This is an optimization exercise on Yosys and OpenROAD, whose aim is small area, a short achievable clock period and few clock cycles, not a production implementation.
Function was checked by simulation only, so behaviour that the tests miss may differ from the original.
Power is estimated from default activity; no workload was simulated.

Setup of maple:
// veeprom_ctrl
module veeprom_ctrl (
    input  wire         clk,
    input  wire         rst,
    input  wire         cmd_valid,
    input  wire [7:0]   cmd,
    input  wire [15:0]  addr,
    input  wire [15:0]  len,
    input  wire [423:0] wdata,
    output reg          busy,
    output reg          done,
    output wire [3:0]   status,
    output wire [423:0] rdata,
    output wire [1:0]   active_page,
    output reg          fl_req,
    output reg  [2:0]   fl_op,
    output wire [15:0]  fl_addr,
    output reg  [15:0]  fl_wdata,
    input  wire         fl_ack,
    input  wire [31:0]  fl_rdata,
    input  wire [1:0]   fl_status
);
For scale: roughly 540 flip-flops, about 27000 µm² of cells after synthesis.
Settings: LEC_CHECK=0, ABC_AREA=1, CAP_MARGIN=20, CORE_AREA=2 2 272 272, DIE_AREA=0 0 274 274, SLEW_MARGIN=20; clock period 10.0 ns.
standard.sh (not shown) runs the stock make flow with config.mk's settings and CLKGATE_MAP_FILE= SYNTH_SCRIPT=/design/flow/synth_recipe.tcl, a recipe that flattens the netlist after the stock synthesis.
==> flow/flow/run.sh <==
#!/bin/bash
# The standard layout (standard.sh) with these changes to how it is made:
#  - ports are buffered by sky130_fd_sc_hd__buf_1 instead of the default pick;
#  - CTS clusters up to 28 sinks per leaf buffer and adds no dummy loads;
#  - repair_timing aims for 6.53 ns of setup slack, so the layout is sized for
#    a short achieved period (the clock and constraints stay the standard flow's).
# make's full output goes to make_finish.log in the work folder.
set -euo pipefail
export BUFFER_PORTS_ARGS="-buffer_cell sky130_fd_sc_hd__buf_1"
export CTS_ARGS="-sink_clustering_enable -repair_clock_nets -sink_clustering_size 28 -sink_clustering_max_diameter 80 -dont_use_dummy_load"
export SETUP_SLACK_MARGIN=6.53
bash standard.sh finish > make_finish.log 2>&1
Testbench counts of maple, summed over its fixed seeds: cycles 26,920.
Input-level comparison between pine and maple:
--- a/flow/flow/run.sh
+++ b/flow/flow/run.sh
@@ -5 +5 @@
-#  - repair_timing aims for 6.53 ns of setup slack, so the layout is sized for
+#  - repair_timing aims for 6.6 ns of setup slack, so the layout is sized for
@@ -11 +11 @@
-export SETUP_SLACK_MARGIN=6.53
+export SETUP_SLACK_MARGIN=6.6
Findings:
- Every run (pine and maple) finished clean.
- For the fmax, pine came in 4.1 MHz higher than maple did.
- As of pine, worst supply voltage drop on vdd had fallen slightly compared to maple.
- In terms of relative contribution of combinational cells to total power, pine and maple differ only marginally.
- Looking at overall global routing resource usage across pine and maple, the one that comes out lower is maple.
- Going from maple to pine, cell count after placement barely changed, detailed-routing iteration count for the pre-antenna-repair pass lower.
- Looking at power, pine sits 0.94% higher than maple does.


build 43:
Starting RTL as in the previous note.
Settings: LEC_CHECK=0, ABC_AREA=1, CAP_MARGIN=20, CORE_AREA=2 2 272 272, DIE_AREA=0 0 274 274, SLEW_MARGIN=20; clock period 10.0 ns.
==> flow/flow/run.sh <==
#!/bin/bash
# The standard layout (standard.sh) with these changes to how it is made:
#  - ports are buffered by sky130_fd_sc_hd__buf_1 instead of the default pick;
#  - CTS clusters up to 28 sinks per leaf buffer and adds no dummy loads;
#  - repair_timing aims for 6.45 ns of setup slack, so the layout is sized for
#    a short achieved period (the clock and constraints stay the standard flow's).
# make's full output goes to make_finish.log in the work folder.
set -euo pipefail
export BUFFER_PORTS_ARGS="-buffer_cell sky130_fd_sc_hd__buf_1"
export CTS_ARGS="-sink_clustering_enable -repair_clock_nets -sink_clustering_size 28 -sink_clustering_max_diameter 80 -dont_use_dummy_load"
export SETUP_SLACK_MARGIN=6.45
bash standard.sh finish > make_finish.log 2>&1
Build 43 | status: complete | timing, DRC, antenna: pass
Testbench counts of build 43, summed over its fixed seeds: cycles 26,920.
For build 69, these inputs were changed with respect to build 43:
- a change of CORE_AREA from 2 2 272 272 to 2 2 238 238
- a change of DIE_AREA from 0 0 274 274 to 0 0 240 240
==> flow/flow/run.sh <==
#!/bin/bash
# The standard layout (standard.sh) with these changes to how it is made:
#  - ports are buffered by sky130_fd_sc_hd__buf_1 instead of the default pick;
#  - pins may sit one routing track apart, so the die can be smaller;
#  - CTS clusters up to 28 sinks per leaf buffer and adds no dummy loads;
#  - repair_timing aims for 6.6 ns of setup slack, so the layout is sized for
#    a short achieved period (the clock and constraints stay the standard flow's).
# make's full output goes to make_finish.log in the work folder.
set -euo pipefail
export BUFFER_PORTS_ARGS="-buffer_cell sky130_fd_sc_hd__buf_1"
export PLACE_PINS_ARGS="-min_distance 1 -min_distance_in_tracks"
export CTS_ARGS="-sink_clustering_enable -repair_clock_nets -sink_clustering_size 28 -sink_clustering_max_diameter 80 -dont_use_dummy_load"
export SETUP_SLACK_MARGIN=6.6
bash standard.sh finish > make_finish.log 2>&1
For build 69, the flow was terminated by a tool error in global routing (5_1_grt) and produced no final design.
NOTE detailed-placement wirelength estimate build 43->build 69 decreased by more than a quarter
Relative to build 43, width of the die has decreased by 12% in build 69.
Pre-CTS setup slack deteriorates in build 69 relative to build 43.
The cell total after placement in build 69 sits 216 below the value recorded for build 43.
Re count of state elements after synthesis: no difference whatsoever between build 69 and build 43.
Placement-stage cell area (lower): build 69
In the reports for build 43 and build 69, the smaller post-CTS repair timing setup buffer count belongs to build 43.
Delta (build 69 minus build 43): effective utilization at floorplan climbed 12 points, synthesized cell count barely changed, placer's final routability congestion estimate barely changed.
The standard-cell row count in build 43 is 1.15 times that in build 69.

re-timing with driven ports:
Ports are ideal in the flow. The routed layouts listed here were re-timed in OpenROAD.
Step 1 sets driving cells, clkbuf_16 on the clock port and buf_2 on the other inputs (assumed; they add their load-dependent delay and slew).
Step 2 also shifts input and output timing later by t, the mid clock arrival at the registers, as if the neighbouring blocks saw the same clock.
Three values: no drivers, after step 1, after step 2; two values: the first two.
run | shift t [ns] | setup slack, ns | worst setup path after step 2 | latest minus earliest clock arrival (ns) | slew at the worst register clock pin (ns)
maple | 0.663 | 6.472 / 6.396 / 5.834 | input to register | 0.087 / 0.088 | 0.12 / 0.12
pine | 0.653 | 6.522 / 6.451 / 5.844 | input to register | 0.097 / 0.097 | 0.11 / 0.11
build 43 | 0.662 | 6.406 / 6.328 / 5.814 | input to register | 0.104 / 0.104 | 0.11 / 0.11
After both steps setup and hold are still met in every run listed. The setup slack of pine, which loses most, moves by -0.071 ns with the drivers and by -0.678 ns with both steps.
